This design comes from an exercise in tuning for small area, a short achievable clock period and few clock cycles on the open sky130 flow, not from production work.
At most, simulation tests tie the RTL to the original design; equivalence was not proved.
Power and IR drop assume default switching activity.

Design sw_link_core, start of the top module:
module sw_link_core (
    input  wire         clk,
    input  wire         rst,             
    input  wire [7:0]   cfg_self_addr,   
    input  wire [7:0]   cfg_peer_addr,   
    input  wire [6:0]   prog_len,        
    output wire [5:0]   prog_addr,       
    input  wire [7:0]   prog_data,       
    output wire         call_valid,
    output wire [3:0]   call_op,
    output wire [3:0]   call_len,
    output wire [111:0] call_data,
    input  wire         call_ready,
    input  wire         resp_ok,
    input  wire [1:0]   resp_mode,
    input  wire [3:0]   resp_len,
    input  wire [111:0] resp_data,
    input  wire         irq_rx,          
    input  wire         host_req,        
    input  wire [23:0]  host_slots,
    output wire [5:0]   err,
    output wire [1:0]   rej_reason,
    output wire [1:0]   lsm_state,
    output wire [5:0]   ord_code,
    output wire         halted
);
Size: about 2,200 cells after synthesis, ~530 flip-flops, about 320 I/O pins.
export LEC_CHECK = 0
export ABC_AREA = 1
export CAP_MARGIN = 20
export CORE_MARGIN = 2
export CORE_UTILIZATION = 35
export CTS_CLUSTER_DIAMETER = 150
export CTS_CLUSTER_SIZE = 25
export SETUP_SLACK_MARGIN = 2.4
export SLEW_MARGIN = 20
create_clock -name core_clock -period 5.0 [get_ports {clk}]
standard.sh (not shown) runs the stock make flow with config.mk's settings and CLKGATE_MAP_FILE= SYNTH_SCRIPT=/design/flow/synth_recipe.tcl, a recipe that flattens the netlist after the stock synthesis.
==> flow/flow/run.sh <==
#!/bin/bash
# Standard layout, with the port buffers made of the smallest buffer cell.
set -euo pipefail
export BUFFER_PORTS_ARGS="-buffer_cell sky130_fd_sc_hd__buf_1"
bash standard.sh > standard_flow.log 2>&1
Testbench counts at the start, summed over its fixed seeds: cycles 29,868.
Edit:
--- a/flow/design.v
+++ b/flow/design.v
@@ -62,17 +62,16 @@
         code_of = (b == CH_T) ? 2'b00 : (b == CH_L) ? 2'b01 : 2'b10;
     endfunction
     reg [5:0]   pc;
     reg         halt_r;
     reg [4:0]   ir;            
     reg         cv;            
     reg [3:0]   cop;           
     reg [2:0]   spin_n;        
-    reg [79:0]  cd;            
     reg [5:0]   op_tag;
     reg [31:0]  op_temp;
     reg [15:0]  op_hum;
     reg [31:0]  op_lux;
     reg [7:0]   op_slot0, op_slot1, op_slot2;
     reg [7:0]   res_tag;
     reg [31:0]  res_temp;
     reg [15:0]  res_hum;
@@ -88,17 +87,19 @@
     reg [3:0]   stall_cnt;
     reg [5:0]   err_r;
     reg [1:0]   rej_r;
     reg [1:0]   ord0, ord1, ord2;
     assign prog_addr  = pc;
     assign call_valid = cv;
     assign call_op    = cop;
     assign call_len   = {tx_14, 2'b11, 1'b0};
-    assign call_data  = {txb[87:56], cd};
+    assign call_data  = {txb[87:56],
+                         cop[3] ? {res_hum, res_lux, res_temp}
+                                : {txb[55:0], cfg_self_addr, cfg_peer_addr, 4'b0000, tx_14, 3'b101}};
     assign err        = err_r;
     assign rej_reason = rej_r;
     assign lsm_state  = lsm;
     assign ord_code   = {ord2, ord1, ord0};
     assign halted     = halt_r;
     wire        hs = cv & call_ready;
     wire        rs_tx    = (resp_mode == M_TX);
     wire        rs_rx    = (resp_mode == M_RX);
@@ -224,21 +225,16 @@
     wire [7:0]  res_tag_d  = dec_v ? rx_b3      : res_tag;
     wire [31:0] res_temp_d = dec_v ? rxb[39:8]  : res_temp;
     wire [15:0] res_hum_d  = dec_v ? rxb[55:40] : res_hum;
     wire [31:0] res_lux_d  = dec_v ? rxb[87:56] : res_lux;
     wire [87:0] txb_d      = (ir == X_ENC_VALUE) ? {op_lux, op_hum, op_temp, 2'b00, op_tag} :
                              (ir == X_ENC_ORDER) ? {txb[87:24], op_slot2, op_slot1, op_slot0} :
                                                    txb;
     wire        tx_14_d    = (ir == X_ENC_VALUE) | (tx_14 & (ir != X_ENC_ORDER));
-    wire        send_pend  = cv & (ir == X_LINK_SEND) & (cop != OP_READ_STATUS);
-    wire        cd_res     = (cv & (ir == X_HOSTFWD)) | ((w == 8'h03) & ~send_pend);
-    always @(posedge clk)
-        cd <= cd_res ? {res_hum_d, res_lux_d, res_temp_d}
-                     : {txb_d[55:0], cfg_self_addr, cfg_peer_addr, 4'b0000, tx_14_d, 3'b101};
     always @(posedge clk) begin
         if (rst) begin
             pc     <= 6'd0;
             halt_r <= 1'b0;
             ir     <= X_NOP;
             cv     <= 1'b0;
             cop    <= OP_ENTER_RX;
             spin_n <= 3'd0;
What happened: Power goes down by roughly a tenth; flip-flop and latch count goes down by 80; via count falls slightly; maximum frequency drops by a little under a tenth; routed wire length goes up by a few percent; area after synthesis shrinks by a little under a tenth; core utilization goes up by 2.3 points; worst hold slack hardly moves; clock power falls by roughly a tenth; combinational power went down by a few percent; first-iteration DRC count grows by about a fifth; design area came out lower slightly; global-route usage increases by 3.1 points.
Only the layout flow was run in the second run of this note; the RTL was not checked for function there.

## blue
Another version of the RTL of sw_link_core (not shown whole).
Size: roughly 2300 cells after synthesis, ~540 flip-flops, ~320 I/O pins, about 21000 µm² of cells after synthesis.
==> flow/config.mk <==
export PLATFORM = sky130hd
export DESIGN_NAME = sw_link_core
export DESIGN_NICKNAME = sw_link_core
export VERILOG_FILES = /design/flow/design.v
export SDC_FILE = /design/flow/constraint.sdc
export NUM_CORES = 4
export LEC_CHECK = 0
export ABC_AREA = 1
export CAP_MARGIN = 20
export CORE_MARGIN = 2
export CORE_UTILIZATION = 35
export CTS_CLUSTER_DIAMETER = 150
export CTS_CLUSTER_SIZE = 25
export SETUP_SLACK_MARGIN = 2.8
export SLEW_MARGIN = 20
==> flow/constraint.sdc <==
create_clock -name core_clock -period 5.0 [get_ports {clk}]
set_input_delay 1.0000 -clock core_clock [delete_from_list [all_inputs] [get_ports {clk}]]
set_output_delay 1.0000 -clock core_clock [all_outputs]
set_load 0.01 [all_outputs]
Scripts as last shown in full above: flow/flow/run.sh
Modified inputs, orange compared to blue
diff --git a/flow/design.v b/flow/design.v
--- a/flow/design.v
+++ b/flow/design.v
@@ -186,28 +186,21 @@
     reg  [5:0]  d_key, d_to;     
     reg         d_val;           
     reg         p_dec;           
     reg         d_isv;           
     wire        w_jmp   = (w[7:6] == 2'b11);
     wire        w_skip  = (w[7:6] == 2'b10) & skip_no;
     wire [5:0]  pc_raw  = ~w_ctl ? pc_inc : w_jmp ? w[5:0] : w_skip ? pc_skip : pc_inc;
-    wire        redir   = j_v & (pc == j_at) & (~w_ctl | ~(w_jmp | w_skip));
+    wire        redir   = j_v & (~w_ctl ? (pc_inc == j_at) :
+                                 w_jmp  ? (w[5:0] == j_at) :
+                                 w_skip ? (pc_skip == j_at) : (pc_inc == j_at));
     wire        d_hit   = d_v & (d_key == pc);
     wire        d_ok    = d_val ? rx_vok_d : rx_ook_d;
     wire [5:0]  pc_inc2 = pc + 6'd2;
-    wire        s_j     = redir;
-    wire        s_dh    = ~redir & ~w_ctl & d_hit;
-    wire        s_d2    = s_dh & d_ok;
-    wire        s_dt    = s_dh & ~d_ok;
-    wire        s_jmp   = ~redir & w_ctl & w_jmp;
-    wire        s_skp   = ~redir & w_ctl & w_skip;
-    wire        s_inc   = ~redir & ~(~w_ctl & d_hit) & ~(w_ctl & (w_jmp | w_skip));
-    wire [5:0]  pc_nxt  = ({6{s_j}}   & j_to)    | ({6{s_d2}}  & pc_inc2) |
-                          ({6{s_dt}}  & d_to)    | ({6{s_jmp}} & w[5:0])  |
-                          ({6{s_skp}} & pc_skip) | ({6{s_inc}} & pc_inc);
+    wire [5:0]  pc_nxt  = redir ? j_to : (~w_ctl & d_hit) ? (d_ok ? pc_inc2 : d_to) : pc_raw;
     wire        w_static = (w[7:6] == 2'b11) | (w[7:1] == 7'd0);
     wire [5:0]  w_succ   = w[7] ? w[5:0] : pc_inc;
     wire        take     = adv & ~halt_r;
     always @(posedge clk) begin
         if (rst) begin
             j_v   <= 1'b0;
             mg    <= 1'b0;
@@ -227,15 +220,15 @@
             d_isv <= (w == 8'h12);
             if (w_static && (mg || p_seq)) j_v <= 1'b1;
         end
     end
     always @(posedge clk) begin
         if (!halt_r && w_static && (mg || p_seq)) begin
             j_to <= w_succ;
-            if (!mg) j_at <= pc - 6'd1;
+            if (!mg) j_at <= pc;
         end
     end
     reg         w_call;
     reg [3:0]   w_op;
     always @(*) begin
         w_call = 1'b1;
         case (w[5:0])
### Flow results
- blue -> orange: total power increased slightly
- Most common cell after layout, fill and taps aside: nand2_1 -> orange, dfxtp_1 -> blue
- As far as sum of negative setup slack is concerned, orange and blue perform about the same.
- From blue to orange the numbers moved as follows: part of the Yosys area used for sequential elements fell by 1.1 points; first-pass GRT wire length closely matched the old numbers; non-clock buffer count shows a reduction of about 2.6%; worst setup slack down 0.54 ns; via count now larger.
- Register-to-register path setup slack: orange vs blue down 0.55 ns
No functional check of the RTL was part of any run of this note.

Setup of job 7059:
RTL: one of the versions met above, not the one the previous note started from.
For scale: roughly 2200 cells after synthesis, ~530 flip-flops, about 320 I/O pins, ~20000 um^2 of cells after synthesis.
// sw_link_core
module sw_link_core (
    input  wire         clk,
    input  wire         rst,             
    input  wire [7:0]   cfg_self_addr,   
    input  wire [7:0]   cfg_peer_addr,   
    input  wire [6:0]   prog_len,        
    output wire [5:0]   prog_addr,       
    input  wire [7:0]   prog_data,       
    output wire         call_valid,
    output wire [3:0]   call_op,
    output wire [3:0]   call_len,
    output wire [111:0] call_data,
    input  wire         call_ready,
    input  wire         resp_ok,
    input  wire [1:0]   resp_mode,
    input  wire [3:0]   resp_len,
    input  wire [111:0] resp_data,
    input  wire         irq_rx,          
    input  wire         host_req,        
    input  wire [23:0]  host_slots,
    output wire [5:0]   err,
    output wire [1:0]   rej_reason,
    output wire [1:0]   lsm_state,
    output wire [5:0]   ord_code,
    output wire         halted
);
Settings: LEC_CHECK=0, ABC_AREA=1, CAP_MARGIN=20, CORE_MARGIN=2, CORE_UTILIZATION=35, CTS_CLUSTER_DIAMETER=150, CTS_CLUSTER_SIZE=25, SETUP_SLACK_MARGIN=2.8, SLEW_MARGIN=20; clock period 5.0 ns.
Scripts as last shown in full above: flow/flow/run.sh
Testbench counts of job 7059, summed over its fixed seeds: cycles 29,868.
Input changes introduced in job 131 (baseline for comparison: job 7059):
diff --git a/flow/design.v b/flow/design.v
--- a/flow/design.v
+++ b/flow/design.v
@@ -176,35 +176,40 @@
             default: skip_no = ~ord_ok_d;
         endcase
     end
     wire [5:0]  pc_inc  = pc + 6'd1;
     wire [5:0]  pc_skip = pc + 6'd1 + {2'b00, w[3:0]};
     reg         j_v;
-    reg  [5:0]  j_key, j_to;
+    reg  [5:0]  j_at, j_to;
     reg         p_seq;           
     reg         mg;              
-    wire        j_hit   = j_v & (j_key == pc);
-    wire [5:0]  pc_nxt  = ~w_ctl                       ? (j_hit ? j_to : pc_inc) :
-                          (w[7:6] == 2'b11)            ? w[5:0]  :
-                          (w[7:6] == 2'b10 && skip_no) ? pc_skip : pc_inc;
+    wire        w_jmp   = (w[7:6] == 2'b11);
+    wire        w_skip  = (w[7:6] == 2'b10) & skip_no;
+    wire [5:0]  pc_raw  = ~w_ctl ? pc_inc : w_jmp ? w[5:0] : w_skip ? pc_skip : pc_inc;
+    wire        redir   = j_v & (~w_ctl ? (pc_inc == j_at) :
+                                 w_jmp  ? (w[5:0] == j_at) :
+                                 w_skip ? (pc_skip == j_at) : (pc_inc == j_at));
+    wire [5:0]  pc_nxt  = redir ? j_to : pc_raw;
     wire        w_static = (w[7:6] == 2'b11) | (w[7:1] == 7'd0);
     wire [5:0]  w_succ   = w[7] ? w[5:0] : pc_inc;
     wire        take     = adv & ~halt_r;
     always @(posedge clk) begin
         if (rst) begin
             j_v   <= 1'b0;
             mg    <= 1'b0;
             p_seq <= 1'b0;
         end else if (take) begin
-            mg    <= ~w_ctl & j_hit;
-            p_seq <= ~w_ctl & ~j_hit;
-            if (w_static && (mg || p_seq)) begin
-                j_v  <= 1'b1;
-                j_to <= w_succ;
-                if (!mg) j_key <= pc - 6'd1;
-            end
+            mg    <= redir;
+            p_seq <= ~w_ctl & ~redir;
+            if (w_static && (mg || p_seq)) j_v <= 1'b1;
+        end
+    end
+    always @(posedge clk) begin
+        if (!halt_r && w_static && (mg || p_seq)) begin
+            j_to <= w_succ;
+            if (!mg) j_at <= pc;
         end
     end
     reg         w_call;
     reg [3:0]   w_op;
     always @(*) begin
         w_call = 1'b1;
@@ -227,13 +232,13 @@
     wire [31:0] res_lux_d  = dec_v ? rxb[87:56] : res_lux;
     wire [87:0] txb_d      = (ir == X_ENC_VALUE) ? {op_lux, op_hum, op_temp, 2'b00, op_tag} :
                              (ir == X_ENC_ORDER) ? {txb[87:24], op_slot2, op_slot1, op_slot0} :
                                                    txb;
     wire        tx_14_d    = (ir == X_ENC_VALUE) | (tx_14 & (ir != X_ENC_ORDER));
     wire        send_pend  = cv & (ir == X_LINK_SEND) & (cop != OP_READ_STATUS);
-    wire        cd_res     = (cv & (ir == X_HOSTFWD)) | ((w == 8'h03) & ~send_pend);
+    wire        cd_res     = ~send_pend;
     always @(posedge clk)
         cd <= cd_res ? {res_hum_d, res_lux_d, res_temp_d}
                      : {txb_d[55:0], cfg_self_addr, cfg_peer_addr, 4'b0000, tx_14_d, 3'b101};
     always @(posedge clk) begin
         if (rst) begin
             pc     <= 6'd0;
@@ -349,19 +354,19 @@
                     err_r[3] <= 1'b1;
                 end
             end
             X_LINK_SEND: if (!cv && !halt_r) err_r[4] <= 1'b1;    
             default: ;
             endcase
+            if (cv && cop == OP_SAMPLE) begin
+                op_temp <= resp_data[31:0];
+                op_hum  <= resp_data[47:32];
+                op_lux  <= resp_data[79:48];
+            end
             if (hs) begin
                 case (cop)
-                OP_SAMPLE: begin
-                    op_temp <= resp_data[31:0];
-                    op_hum  <= resp_data[47:32];
-                    op_lux  <= resp_data[79:48];
-                end
                 OP_ENTER_RX: begin
                     lsm <= M_RX;
                     if (ir != X_LINK_RXDONE) stall_cnt <= 4'd0;
                     if (ir == X_LINK_REARM)  err_r[2]  <= 1'b1;
                 end
                 OP_SEND: begin
@@ -408,10 +413,10 @@
             res_valid  <= res_valid_d;
             ord_ok     <= ord_ok_d;
         end
     end
     always @(posedge clk) begin
         txb <= txb_d;
-        if (hs && cop == OP_RECEIVE && resp_ok)
+        if (cv && cop == OP_RECEIVE)
             rxb <= resp_data[111:24];
     end
 endmodule
## What came out
| final worst hold slack | job 131 vs job 7059 | ≈ equal |. Where worst slew margin relative to its limit is concerned, job 7059 is outperformed by job 131. A launch point of the critical path of prog_data[1] is what job 131 shows, while ir[0]$_SDFFE_PP0P_ belongs to job 7059. Against job 7059 as the reference, job 131 delivers a higher part of the power in registers. In job 131 relative to job 7059, HPWL reported at the end of detailed placement had gone up by a few percent. Cmp job 131 and job 7059 / number of post-CTS setup repair buffers / lower: job 7059. Compared with job 7059, job 131 shows combinational power that has gone down by a few percent. Final worst-path cycle share for job 131: 7.5 points up relative to job 7059.
Function not checked in job 131: the RTL went through the layout flow alone.

sw_link_core, a different RTL version from the one above (not shown whole).
Size: ~1,900 cells after synthesis, about 510 flip-flops.
export LEC_CHECK = 0
export CAP_MARGIN = 20
export CORE_MARGIN = 2
export CORE_UTILIZATION = 35
export SETUP_SLACK_MARGIN = 2.8
export SLEW_MARGIN = 20
create_clock -name core_clock -period 5.0 [get_ports {clk}]
Scripts as last shown in full above: flow/flow/run.sh
Edit:
--- a/flow/design.v
+++ b/flow/design.v
@@ -80,26 +80,24 @@
     reg [1:0]   rs_c0, rs_c1, rs_c2;
     reg         rs_e01, rs_e02, rs_e12;
     reg [87:0]  txb;
     reg         tx_nz, tx_14;
     reg [87:0]  rxb;
     reg         rx_vok, rx_ook;
     reg         rx_pend, order_pend, res_valid, ord_ok;
     reg [1:0]   lsm;
     reg [3:0]   stall_cnt;
     reg [5:0]   err_r;
     reg [1:0]   rej_r;
     reg [1:0]   ord0, ord1, ord2;
-    reg         emit;          
-    wire        emit_d;
     assign prog_addr  = pc;
     assign call_valid = cv;
     assign call_op    = cop;
     assign call_len   = {tx_14, 2'b11, 1'b0};
     assign call_data  = {txb[87:56], cd};
     assign err        = err_r;
     assign rej_reason = rej_r;
     assign lsm_state  = lsm;
     assign ord_code   = {ord2, ord1, ord0};
     assign halted     = halt_r;
     wire        hs = cv & call_ready;
     wire        rs_tx    = (resp_mode == M_TX);
@@ -194,39 +192,38 @@
         endcase
         if (w_ctl) w_call = 1'b0;
     end
     wire        dec_v      = (ir == X_DEC_VALUE) & rx_vok;
     wire [7:0]  res_tag_d  = dec_v ? rx_b3      : res_tag;
     wire [31:0] res_temp_d = dec_v ? rxb[39:8]  : res_temp;
     wire [15:0] res_hum_d  = dec_v ? rxb[55:40] : res_hum;
     wire [31:0] res_lux_d  = dec_v ? rxb[87:56] : res_lux;
     wire [87:0] txb_d      = (ir == X_ENC_VALUE) ? {op_lux, op_hum, op_temp, 2'b00, op_tag} :
                              (ir == X_ENC_ORDER) ? {txb[87:24], op_slot2, op_slot1, op_slot0} :
                                                    txb;
     wire        tx_14_d    = (ir == X_ENC_VALUE) | (tx_14 & (ir != X_ENC_ORDER));
-    assign      emit_d     = adv ? (w_op == OP_EMIT) : emit;
+    wire        send_pend  = cv & (ir == X_LINK_SEND) & (cop != OP_READ_STATUS);
+    wire        cd_res     = (cv & (ir == X_HOSTFWD)) | ((w == 8'h03) & ~send_pend);
     always @(posedge clk)
-        cd <= emit_d ? {res_hum_d, res_lux_d, res_temp_d}
+        cd <= cd_res ? {res_hum_d, res_lux_d, res_temp_d}
                      : {txb_d[55:0], cfg_self_addr, cfg_peer_addr, 4'b0000, tx_14_d, 3'b101};
     always @(posedge clk) begin
         if (rst) begin
             pc     <= 6'd0;
             halt_r <= 1'b0;
             ir     <= X_NOP;
             cv     <= 1'b0;
             cop    <= OP_ENTER_RX;
-            emit   <= 1'b0;
             spin_n <= 3'd0;
         end else begin
-            emit <= emit_d;
             if (hs) begin
                 case (cop)
                     OP_TX_NONEMPTY: cop <= resp_ok ? OP_FLUSH_TX : OP_SEND;
                     OP_FLUSH_TX:    cop <= OP_SEND;
                     OP_SEND:        begin cop <= OP_READ_STATUS; spin_n <= 3'd0; end
                     OP_READ_STATUS: begin
                         spin_n <= spin_n + 3'd1;
                         if (!spin_more) cop <= OP_RX_NONEMPTY;
                     end
                     OP_RX_NONEMPTY: cop <= resp_ok ? OP_FLUSH_RX : OP_ENTER_RX;
                     OP_FLUSH_RX:    cop <= OP_ENTER_RX;
                     default: ;
=>
- total power is higher by 0.91%
- cell area came out higher by 1.1%
- clock skew went up by 3.1 ps
- combinational power goes down by about 2%
- sequential power stays flat
- worst setup slack is better by 180 ps
- fmax went up by 7.3%
- wire length went up by 1.4%
- via count goes up by 1.8%
- synthesized area came out higher by 0.36%
- clock-buffer cell count fell by 5
- sequential share of layout area shrinks by 0.53 points
Testbench counts after the change, summed over its fixed seeds: cycles 32,362.
No functional check of the RTL was part of the first run of this note.

[static timing again, ports no longer ideal]
In the flow no input, the clock included, has a driving cell. The finished layouts below were timed again as built, in two steps. Step 1 (the two cells are an assumption about what drives the block):
set clk [get_ports {clk}]
set_driving_cell -lib_cell sky130_fd_sc_hd__clkbuf_16 $clk
set_driving_cell -lib_cell sky130_fd_sc_hd__buf_2 [delete_from_list [all_inputs] $clk]
Step 2 also shifts input and output timing later by t, the mid clock arrival at the registers, as if the neighbouring blocks saw the same clock. Three values: no drivers, after step 1, after step 2; two values: the first two.
| run | t (ns) | setup WS [ns] | hold slack, ns | worst slew at a driven data input, ns |
|---|---|---|---|---|
| the first run of note 1 | 0.633 | 2.452 / 2.452 / 1.926 | 0.454 / 0.454 / 0.454 | 0.10 |
| the second run of note 1 | 0.619 | 2.241 / 2.181 / 1.954 | 0.457 / 0.457 / 0.457 | 0.18 |
| blue | 0.627 | 2.710 / 2.707 / 2.107 | 0.458 / 0.458 / 0.458 | 0.11 |
| orange | 0.639 | 2.172 / 2.172 / 1.575 | 0.452 / 0.452 / 0.452 | 0.11 |
| job 7059 | 0.626 | 2.831 / 2.779 / 2.293 | 0.452 / 0.452 / 0.452 | 0.08 |
| job 131 | 0.631 | 2.458 / 2.479 / 1.850 | 0.452 / 0.452 / 0.452 | 0.10 |
| the first run of note 4 | 0.657 | 2.361 / 2.361 / 1.806 | 0.445 / 0.445 / 0.445 | 0.08 |
| the second run of note 4 | 0.653 | 2.540 / 2.562 / 1.909 | 0.451 / 0.451 / 0.451 | 0.09 |
After both steps every run listed still meets setup and hold. The setup slack of the second run of note 4, which loses most, moves by +0.022 ns with the drivers and by -0.631 ns with both steps.
